From an optimization exercise on the open Yosys and OpenROAD flow, aimed at small area; shortcuts taken in it are not production practice. At most, simulation tests tie the RTL to the original design; equivalence was not proved. Power figures rest on the tool's default switching activity, not on a simulated workload.

Setup of lane 1:
## srcp
module srcp (
  input  wire        clk,
  input  wire        rst,           
  input  wire        host_sel,
  input  wire        host_we,
  input  wire [5:0]  host_addr,
  input  wire [1:0]  host_size,
  input  wire [31:0] host_wdata,
  output reg  [31:0] host_rdata,
  output wire        host_err,
  output reg         gpio_req,
  output reg         gpio_we,
  output wire [31:0] gpio_addr,
  output wire [31:0] gpio_wdata,
  input  wire [31:0] gpio_rdata,
  input  wire        gpio_ack,
  input  wire [2:0]  grant,
  input  wire        sink_ok,
  output wire        evt_valid,
  output wire [15:0] evt_data,
  input  wire        evt_ready
);
Size in the first run: about 490 cells after synthesis, roughly 97 flip-flops, about 4900 um^2 of cells after synthesis.
==> flow/config.mk <==
export PLATFORM = sky130hd
export DESIGN_NAME = srcp
export DESIGN_NICKNAME = srcp
export VERILOG_FILES = /design/flow/design.v
export SDC_FILE = /design/flow/constraint.sdc
export NUM_CORES = 4
export LEC_CHECK = 0
export CAP_MARGIN = 0
export CORE_MARGIN = 2
export CORE_UTILIZATION = 40
export SLEW_MARGIN = 0
==> flow/constraint.sdc <==
create_clock -name core_clock -period 10.0 [get_ports {clk}]
set_input_delay 2.0000 -clock core_clock [delete_from_list [all_inputs] [get_ports {clk}]]
set_output_delay 2.0000 -clock core_clock [all_outputs]
set_load 0.01 [all_outputs]
standard.sh (not shown) runs the stock make flow with config.mk's settings and CLKGATE_MAP_FILE= SYNTH_SCRIPT=/design/flow/synth_recipe.tcl, a recipe that flattens the netlist after the stock synthesis.
==> flow/flow/run.sh <==
#!/bin/bash
# The standard layout (standard.sh), built with these changes:
# - synthesis runs the standard synthesis script unchanged, but ABC maps
#   the logic with an area-oriented script (flow/abc_area_map.script) in
#   place of ORFS's speed script; the registers are the standard ones;
# - the port buffers use the smallest buffer cell, buf_1;
# - the constant outputs share one tie cell instead of one tie cell each;
# - the clock tree uses clkbuf_8 buffers and no dummy balancing loads.
# Each step's full output is in synth.log and standard.log here.
set -euo pipefail
rm -rf scripts_area
cp -r "$FLOW_HOME/scripts" scripts_area
cp flow/abc_area_map.script scripts_area/abc_speed.script
export BUFFER_PORTS_ARGS="-buffer_cell sky130_fd_sc_hd__buf_1"
export SKIP_REPAIR_TIE_FANOUT=1
export CTS_ARGS="-sink_clustering_enable -repair_clock_nets -dont_use_dummy_load -buf_list {sky130_fd_sc_hd__clkbuf_8}"
SCRIPTS_DIR="$PWD/scripts_area" bash standard.sh synth > synth.log 2>&1
bash standard.sh > standard.log 2>&1
==> flow/flow/abc_area_map.script <==
&get -n
&st
&deepsyn -T 60
&dch -f
&nf -R 1000 -a
&put
topo
The following lists how lane 2 was set up differently from lane 1:
==> flow/flow/abc_area_map.script <==
&get -n
&st
&dch
&nf -R 1000
&st
&syn2
&if -g -K 6
&synch2
&nf -R 1000 -a
&put
topo
dnsize -c
--- outcome ---
Having completed the whole flow, lane 2 delivered a layout that passed the timing, DRC and antenna checks.
Lane 1 has lower synthesized cell count than lane 2.
Per the comparison of lane 2 with lane 1, maximum frequency increased 0.0041 GHz; final area went up by about 4%.
Of the two candidates, lane 1 has the worse power and lane 2 the better one.
Summary of lane 2 over lane 1: static leakage power increased 0.053 nW; clock-cell share of area essentially unchanged; data arrival at the endpoint of the critical path decreased 0.13 ns; final standard cell utilization of the core decreased 0.37 points; iteration count of the initial detailed-routing pass increased 1.
[inputs] lane 3 vs lane 2
==> flow/flow/abc_area_map.script <==
&get -n
&st
&deepsyn -T 60
&dch -f
&nf -R 1000 -a
&put
topo
diff --git a/flow/config.mk b/flow/config.mk
--- a/flow/config.mk
+++ b/flow/config.mk
@@ -8,4 +8,4 @@
 export CAP_MARGIN = 0
 export CORE_MARGIN = 2
-export CORE_UTILIZATION = 40
+export CORE_UTILIZATION = 55
 export SLEW_MARGIN = 0
Findings:
Slew at the pin closest to its max-slew limit (lower): lane 3. Lane 2 → lane 3: worst-case setup margin in the final layout moved down, headroom to the max-slew limit rose by 6.0 points, wire length of the first global-routing pass -about 7%. [compare] base=lane 2 new=lane 3: peak supply drop higher, count of cell instances traversed by the critical path higher, sequential share of layout area higher, number of flip-flops and latches roughly the same. Compare lane 2 and lane 3 | number of filler cells placed in the layout lower: lane 3. On overall power of the completed layout: lane 3 sits above lane 2.
The inputs of lane 4 differ from those of lane 3 as listed below.
diff --git a/flow/config.mk b/flow/config.mk
--- a/flow/config.mk
+++ b/flow/config.mk
@@ -8,4 +8,5 @@
 export CAP_MARGIN = 0
 export CORE_MARGIN = 2
-export CORE_UTILIZATION = 55
+export CORE_UTILIZATION = 40
+export GPL_TIMING_DRIVEN = 0
 export SLEW_MARGIN = 0
==> notes.md <==
On lane 4: met3 routing resource usage after global routing is 0.39 points higher than what lane 3 gave. Lane 3 → lane 4: power share of the sequential group lost 1.0 points; post-synthesis sequential element count neither gained nor lost much. The post-route standard cell area excluding fillers reported for lane 4 is greater than that of lane 3 by about 6.5%. [lane 4 vs lane 3] first-pass GRT wire length: higher in lane 4. Lane 4 -> lane 3: post-synthesis instance area delta 0, exact match.

* * *

The RTL this note starts from:
==> flow/design.v <==
module srcp (
  input  wire        clk,
  input  wire        rst,           
  input  wire        host_sel,
  input  wire        host_we,
  input  wire [5:0]  host_addr,
  input  wire [1:0]  host_size,
  input  wire [31:0] host_wdata,
  output reg  [31:0] host_rdata,
  output wire        host_err,
  output reg         gpio_req,
  output reg         gpio_we,
  output wire [31:0] gpio_addr,
  output wire [31:0] gpio_wdata,
  input  wire [31:0] gpio_rdata,
  input  wire        gpio_ack,
  input  wire [2:0]  grant,
  input  wire        sink_ok,
  output wire        evt_valid,
  output wire [15:0] evt_data,
  input  wire        evt_ready
);
  localparam [2:0] LS_UNCONFIGURED = 3'd0, LS_CONFIGURED = 3'd1,
                   LS_READY = 3'd2, LS_TORN_DOWN = 3'd3, LS_FAILED = 3'd4;
  localparam [3:0] S_IDLE  = 4'd0,
                   S_C_RD  = 4'd1,    
                   S_C_WR  = 4'd2,    
                   S_I_S17 = 4'd3,    
                   S_I_C27 = 4'd4,    
                   S_T_C17 = 4'd5,    
                   S_T_C27 = 4'd6,    
                   S_P_S27 = 4'd7,    
                   S_P_C27 = 4'd8,    
                   S_P_LEV = 4'd9,    
                   S_P_C17 = 4'd10,   
                   S_P_S17 = 4'd11,   
                   S_P_END = 4'd12,   
                   S_D     = 4'd13;   
  reg  [2:0]  lstate;
  reg  [3:0]  st;
  reg  [3:0]  idx;          
  reg  [28:0] d;
  reg  [15:0] raw;
  reg         raw_nz;       
  reg         raw_valid;
  reg  [4:0]  err;          
  reg  [31:0] errcmd;
  reg  [1:0]  ecm;          
  wire busy = (st != S_IDLE);
  wire cfgd = (lstate == LS_CONFIGURED) || (lstate == LS_READY);
  assign host_err = host_sel && ((host_size != 2'd2) || (host_addr[1:0] != 2'b00));
  wire host_ok   = host_sel && (host_size == 2'd2) && (host_addr[1:0] == 2'b00);
  wire cmd_wr    = host_ok && host_we && (host_addr[5:2] == 4'h0);
  wire status_wr = host_ok && host_we && (host_addr[5:2] == 4'h1);
  always @(*) begin
    case (host_addr[5:2])
      4'h1:    host_rdata = {19'b0, err[4:0], 3'b0, raw_valid, lstate, busy};
      4'h2:    host_rdata = {16'b0, raw & {16{raw_nz}}};
      4'h3:    host_rdata = 32'h0001_12E1;
      4'h4:    host_rdata = 32'h0019_0001;
      4'h5:    host_rdata = 32'h0000_0728;
      4'h6:    host_rdata = ecm[1] ? 32'h1 : (errcmd & {32{ecm[0]}});
      default: host_rdata = 32'h0000_0000;
    endcase
  end
  wire [3:0] w_op   = host_wdata[3:0];
  wire       w_well = (w_op <= 4'd6) && (host_wdata[15:4] == 12'h000) &&
                      ((host_wdata[31:16] == 16'h0000) || (w_op == 4'd5));
  reg        w_legal;
  always @(*) begin
    case (w_op)
      4'd1:    w_legal = (lstate != LS_FAILED);
      4'd2:    w_legal = cfgd;
      4'd3:    w_legal = (lstate == LS_READY);
      4'd4:    w_legal = cfgd && raw_valid;
      4'd5:    w_legal = cfgd;
      default: w_legal = 1'b1;
    endcase
  end
  wire cmd_err = cmd_wr && (busy || !w_well || !w_legal);
  wire accept  = cmd_wr && !busy && w_well && w_legal;
  wire [10:0] cnt  = d[26:16];
  wire        done = cnt[10] & cnt[8];
  wire        cfail = !cfgd && !(&grant && sink_ok);
  always @(*) begin
    case (st)
      S_C_RD:                    gpio_req = !cfail;
      S_P_C27, S_P_LEV, S_P_S17: gpio_req = done;
      S_IDLE, S_P_END, S_D:      gpio_req = 1'b0;
      default:                   gpio_req = 1'b1;
    endcase
  end
  always @(*) begin
    case (st)
      S_C_RD, S_P_LEV: gpio_we = 1'b0;
      default:         gpio_we = 1'b1;
    endcase
  end
  reg [3:0] a52;
  always @(*) begin
    case (st)
      S_C_RD, S_C_WR:            a52 = (idx[1:0] == 2'd0) ? 4'h1 : 4'h2;
      S_I_S17, S_P_S27, S_P_S17: a52 = 4'h7;    
      S_P_LEV:                   a52 = 4'hD;    
      default:                   a52 = 4'hA;    
    endcase
  end
  assign gpio_addr = {24'h202000, 2'b00, a52, 2'b00};
  wire pin17 = (st == S_I_S17) || (st == S_T_C17) || (st == S_P_C17) || (st == S_P_S17);
  wire cwr   = (st == S_C_WR);
  wire [31:0] pinword = {4'b0, ~cwr & ~pin17, 9'b0, pin17, 17'b0};
  wire [31:0] fword   = {d[28:21], idx[1] ? d[8:6] : 3'b001, d[20:9],
                         idx[1] ? 3'b000 : d[8:6], d[5:0]};
  assign gpio_wdata = (fword & {32{cwr}}) | pinword;
  wire acc = gpio_req && gpio_ack;
  wire ax    = idx[2] & ~idx[3];
  wire fin = idx[3] & idx[2];
  assign evt_valid = (st == S_D);
  assign evt_data  = {fin, ax, 2'b00, idx[3] & ~idx[2], ax, idx[1], idx[0],
                      6'b0, ax & d[0], ~fin & (d[0] | (ax & d[6]))};
  wire xfer = evt_valid && evt_ready;
  function [11:0] perm(input [15:0] r);
    perm = {r[7], r[5], r[11:8], r[6], r[4], r[3:0]};
  endfunction
  reg [3:0] st_n;
  always @(*) begin
    st_n = st;
    case (st)
      S_IDLE:
        if (accept)
          case (w_op)
            4'd1:    st_n = S_C_RD;
            4'd2:    st_n = S_I_S17;
            4'd3:    st_n = S_P_S27;
            4'd4,
            4'd5:    st_n = S_D;
            4'd6:    st_n = cfgd ? S_T_C17 : S_IDLE;
            default: st_n = S_IDLE;
          endcase
      S_C_RD:  if (cfail) st_n = S_IDLE; else if (acc) st_n = S_C_WR;
      S_C_WR:  if (acc) st_n = idx[1] ? S_IDLE : S_C_RD;
      S_I_S17: if (acc) st_n = S_I_C27;
      S_I_C27: if (acc) st_n = S_IDLE;
      S_T_C17: if (acc) st_n = S_T_C27;
      S_T_C27: if (acc) st_n = S_IDLE;
      S_P_S27: if (acc) st_n = S_P_C27;
      S_P_C27: if (acc) st_n = S_P_LEV;
      S_P_LEV: if (acc) st_n = S_P_C17;
      S_P_C17: if (acc) st_n = S_P_S17;
      S_P_S17: if (acc) st_n = (idx == 4'd15) ? S_P_END : S_P_LEV;
      S_P_END: if (done) st_n = S_IDLE;
      S_D:     if (xfer && fin) st_n = S_IDLE;
      default: st_n = S_IDLE;
    endcase
  end
  always @(posedge clk) begin
    if (rst) st <= S_IDLE;
    else     st <= st_n;
  end
  always @(posedge clk) begin
    if (accept)
      idx <= 4'd0;
    else if ((st == S_C_WR && acc) || (st == S_P_S17 && acc) || xfer)
      idx <= idx + 4'd1 + {3'b0, ax & (st == S_D)};
  end
  always @(posedge clk) begin
    if (st == S_C_RD && acc) begin
      d <= {gpio_rdata[31:24], gpio_rdata[20:9],
            idx[1] ? gpio_rdata[23:21] : gpio_rdata[8:6], gpio_rdata[5:0]};
    end else begin
      if (accept && (w_op == 4'd4))
        d[11:0] <= perm(raw);
      else if (accept && (w_op == 4'd5))
        d[11:0] <= perm(host_wdata[31:16]);
      else if ((st == S_P_LEV && acc) || xfer)
        d[15:0] <= {~gpio_rdata[22], d[15:1]};
      if (st >= S_P_S27 && st <= S_P_END) begin
        if (acc)
          d[26:16] <= {1'b0, st != S_P_S27, 1'b0, st != S_P_S27, 7'b0};
        else if (!done)
          d[26:16] <= cnt + 11'd1;
      end
    end
  end
  always @(posedge clk) begin
    if (rst) begin
      lstate    <= LS_UNCONFIGURED;
      raw_valid <= 1'b0;
      raw_nz    <= 1'b0;
      err       <= 5'b0;
      ecm       <= 2'd0;
    end else begin
      if (status_wr)
        err <= err & ~host_wdata[12:8];
      if (cmd_err) begin
        ecm <= 2'd1;
        if (busy)        err[3] <= 1'b1;
        else if (!w_well) err[2] <= 1'b1;
        else             err[4] <= 1'b1;
      end
      if (accept && w_op == 4'd6 && !cfgd) begin
        raw_valid <= 1'b0;
        lstate    <= LS_TORN_DOWN;
      end
      if (st == S_C_RD && cfail) begin
        lstate <= LS_FAILED;
        ecm    <= 2'd2;
        if (!(&grant)) err[0] <= 1'b1;
        else           err[1] <= 1'b1;
      end
      if (st == S_C_WR && acc && idx[1] && !cfgd)
        lstate <= LS_CONFIGURED;
      if (st == S_I_C27 && acc)
        lstate <= LS_READY;
      if (st == S_T_C27 && acc) begin
        raw_valid <= 1'b0;
        lstate    <= LS_TORN_DOWN;
      end
      if (st == S_P_END && done) begin
        raw_valid <= 1'b1;
        raw_nz    <= 1'b1;
      end
    end
  end
  always @(posedge clk) begin
    if (cmd_err)
      errcmd <= host_wdata;
    if (st == S_P_END && done)
      raw <= d[15:0];
  end
endmodule
export LEC_CHECK = 0
export CAP_MARGIN = 0
export CORE_MARGIN = 2
export CORE_UTILIZATION = 40
export SLEW_MARGIN = 0
create_clock -name core_clock -period 10.0 [get_ports {clk}]
==> flow/flow/run.sh <==
#!/bin/bash
set -e
export BUFFER_PORTS_ARGS="-buffer_cell sky130_fd_sc_hd__buf_1"
export SKIP_REPAIR_TIE_FANOUT=1
export CTS_ARGS="-sink_clustering_enable -repair_clock_nets -dont_use_dummy_load -buf_list {sky130_fd_sc_hd__clkbuf_4 sky130_fd_sc_hd__clkbuf_8}"
bash standard.sh > standard.log 2>&1
The starting point went through all stages and came out clean.
Rerun with:
==> flow/flow/run.sh (replaced) <==
#!/bin/bash
set -e
export BUFFER_PORTS_ARGS="-buffer_cell sky130_fd_sc_hd__buf_1"
export SKIP_REPAIR_TIE_FANOUT=1
export CTS_ARGS="-sink_clustering_enable -repair_clock_nets -dont_use_dummy_load -buf_list {sky130_fd_sc_hd__clkbuf_8 sky130_fd_sc_hd__clkbuf_16}"
bash standard.sh > standard.log 2>&1
After rerunning: Synthesized area is unchanged; core utilization climbs by 0.72 points; routed wire length stays flat.
Function was not checked in any run of this note: the RTL went through the layout flow alone.

* * *

== main ==
Another version of the RTL of srcp (not shown whole).
Size in the first run: about 97 flip-flops.
==> flow/config.mk <==
export PLATFORM = sky130hd
export DESIGN_NAME = srcp
export DESIGN_NICKNAME = srcp
export VERILOG_FILES = /design/flow/design.v
export SDC_FILE = /design/flow/constraint.sdc
export NUM_CORES = 4
export LEC_CHECK = 0
export CAP_MARGIN = 0
export CORE_MARGIN = 2
export CORE_UTILIZATION = 70
export SLEW_MARGIN = 0
==> flow/constraint.sdc <==
create_clock -name core_clock -period 10.0 [get_ports {clk}]
set_input_delay 2.0000 -clock core_clock [delete_from_list [all_inputs] [get_ports {clk}]]
set_output_delay 2.0000 -clock core_clock [all_outputs]
set_load 0.01 [all_outputs]
==> flow/flow/run.sh <==
#!/bin/bash
set -e
export BUFFER_PORTS_ARGS="-buffer_cell sky130_fd_sc_hd__buf_1"
export SKIP_REPAIR_TIE_FANOUT=1
export CTS_ARGS="-sink_clustering_enable -repair_clock_nets -dont_use_dummy_load -buf_list {sky130_fd_sc_hd__clkbuf_8}"
bash standard.sh > standard.log 2>&1
main: done, clean on timing, DRC and antenna
Here is what was changed in the inputs of the feature branch compared with main.
Settings: CORE_UTILIZATION now 40, was 70.
==> flow/flow/run.sh <==
#!/bin/bash
# The standard layout (standard.sh), built with these changes:
# - synthesis runs the standard synthesis script unchanged, but ABC maps
#   the logic with an area-oriented script (flow/abc_area_map.script) in
#   place of ORFS's speed script; the registers are the standard ones;
# - the port buffers use the smallest buffer cell, buf_1;
# - the constant outputs share one tie cell instead of one tie cell each;
# - the clock tree uses clkbuf_8 buffers and no dummy balancing loads.
# Each step's full output is in synth.log and standard.log here.
set -euo pipefail
rm -rf scripts_area
cp -r "$FLOW_HOME/scripts" scripts_area
cp flow/abc_area_map.script scripts_area/abc_speed.script
export BUFFER_PORTS_ARGS="-buffer_cell sky130_fd_sc_hd__buf_1"
export SKIP_REPAIR_TIE_FANOUT=1
export CTS_ARGS="-sink_clustering_enable -repair_clock_nets -dont_use_dummy_load -buf_list {sky130_fd_sc_hd__clkbuf_8}"
SCRIPTS_DIR="$PWD/scripts_area" bash standard.sh synth > synth.log 2>&1
bash standard.sh > standard.log 2>&1
==> flow/flow/abc_area_map.script (new file) <==
&get -n
&st
&dch
&nf -R 1000
&st
&syn2
&if -g -K 6
&synch2
&nf -R 1000 -a
&put
topo
dnsize -c
Findings:
The feature branch vs main on ratio of final minimum period to clock period: the feature branch is the lower one.
The final design area excluding fillers in the feature branch is 0.949 times that in main.
main did not stop at any stage, and its layout met the timing, DRC and antenna checks.
The feature branch finished every step from synthesis to the final layout, and the layout passed the timing, DRC and antenna checks.
Relative to main, the cell area after synthesis of the feature branch is lower by 570 um^2.
Re minimum hold slack: the feature branch is 22 ps up on main.

port drivers added, routing unchanged:
In the flow no input, the clock included, has a driving cell. The finished layouts below were timed again as built, in two steps.
Step 1: set_driving_cell puts a clkbuf_16 on clk and a buf_2 on each other input, an assumption about the parent block.
Step 2 moves the port delays by t, midway between the first and last clock arrival at a register: inputs arrive t later, outputs are due t later. That takes back most of the time a late clock gives input paths.
Slacks: ideal / step 1 / step 2; pairs: ideal / step 1.
run	t, ns	setup WS [ns]	worst register clock-pin slew, ns	worst data-port slew with drivers (ns)	cell pins on the clock port's net
lane 1	0.382	4.177 / 4.153 / 4.153	0.10 / 0.10	0.05	1
lane 2	0.410	4.315 / 4.281 / 4.022	0.10 / 0.10	0.05	1
lane 3	0.375	4.149 / 4.125 / 4.125	0.11 / 0.11	0.06	1
lane 4	0.382	3.908 / 3.880 / 3.880	0.11 / 0.11	0.05	1
the first run of note 2	0.401	4.234 / 4.203 / 4.203	0.10 / 0.10	0.06	1
the second run of note 2	0.385	4.201 / 4.171 / 4.171	0.08 / 0.08	0.06	1
main	0.383	4.432 / 4.407 / 4.407	0.11 / 0.11	0.04	1
the feature branch	0.403	4.477 / 4.455 / 4.441	0.10 / 0.10	0.06	1
After both steps setup and hold are still met in every run listed. For lane 2, which loses most, drivers alone change the setup slack by -0.034 ns; drivers and shift together by -0.293 ns.
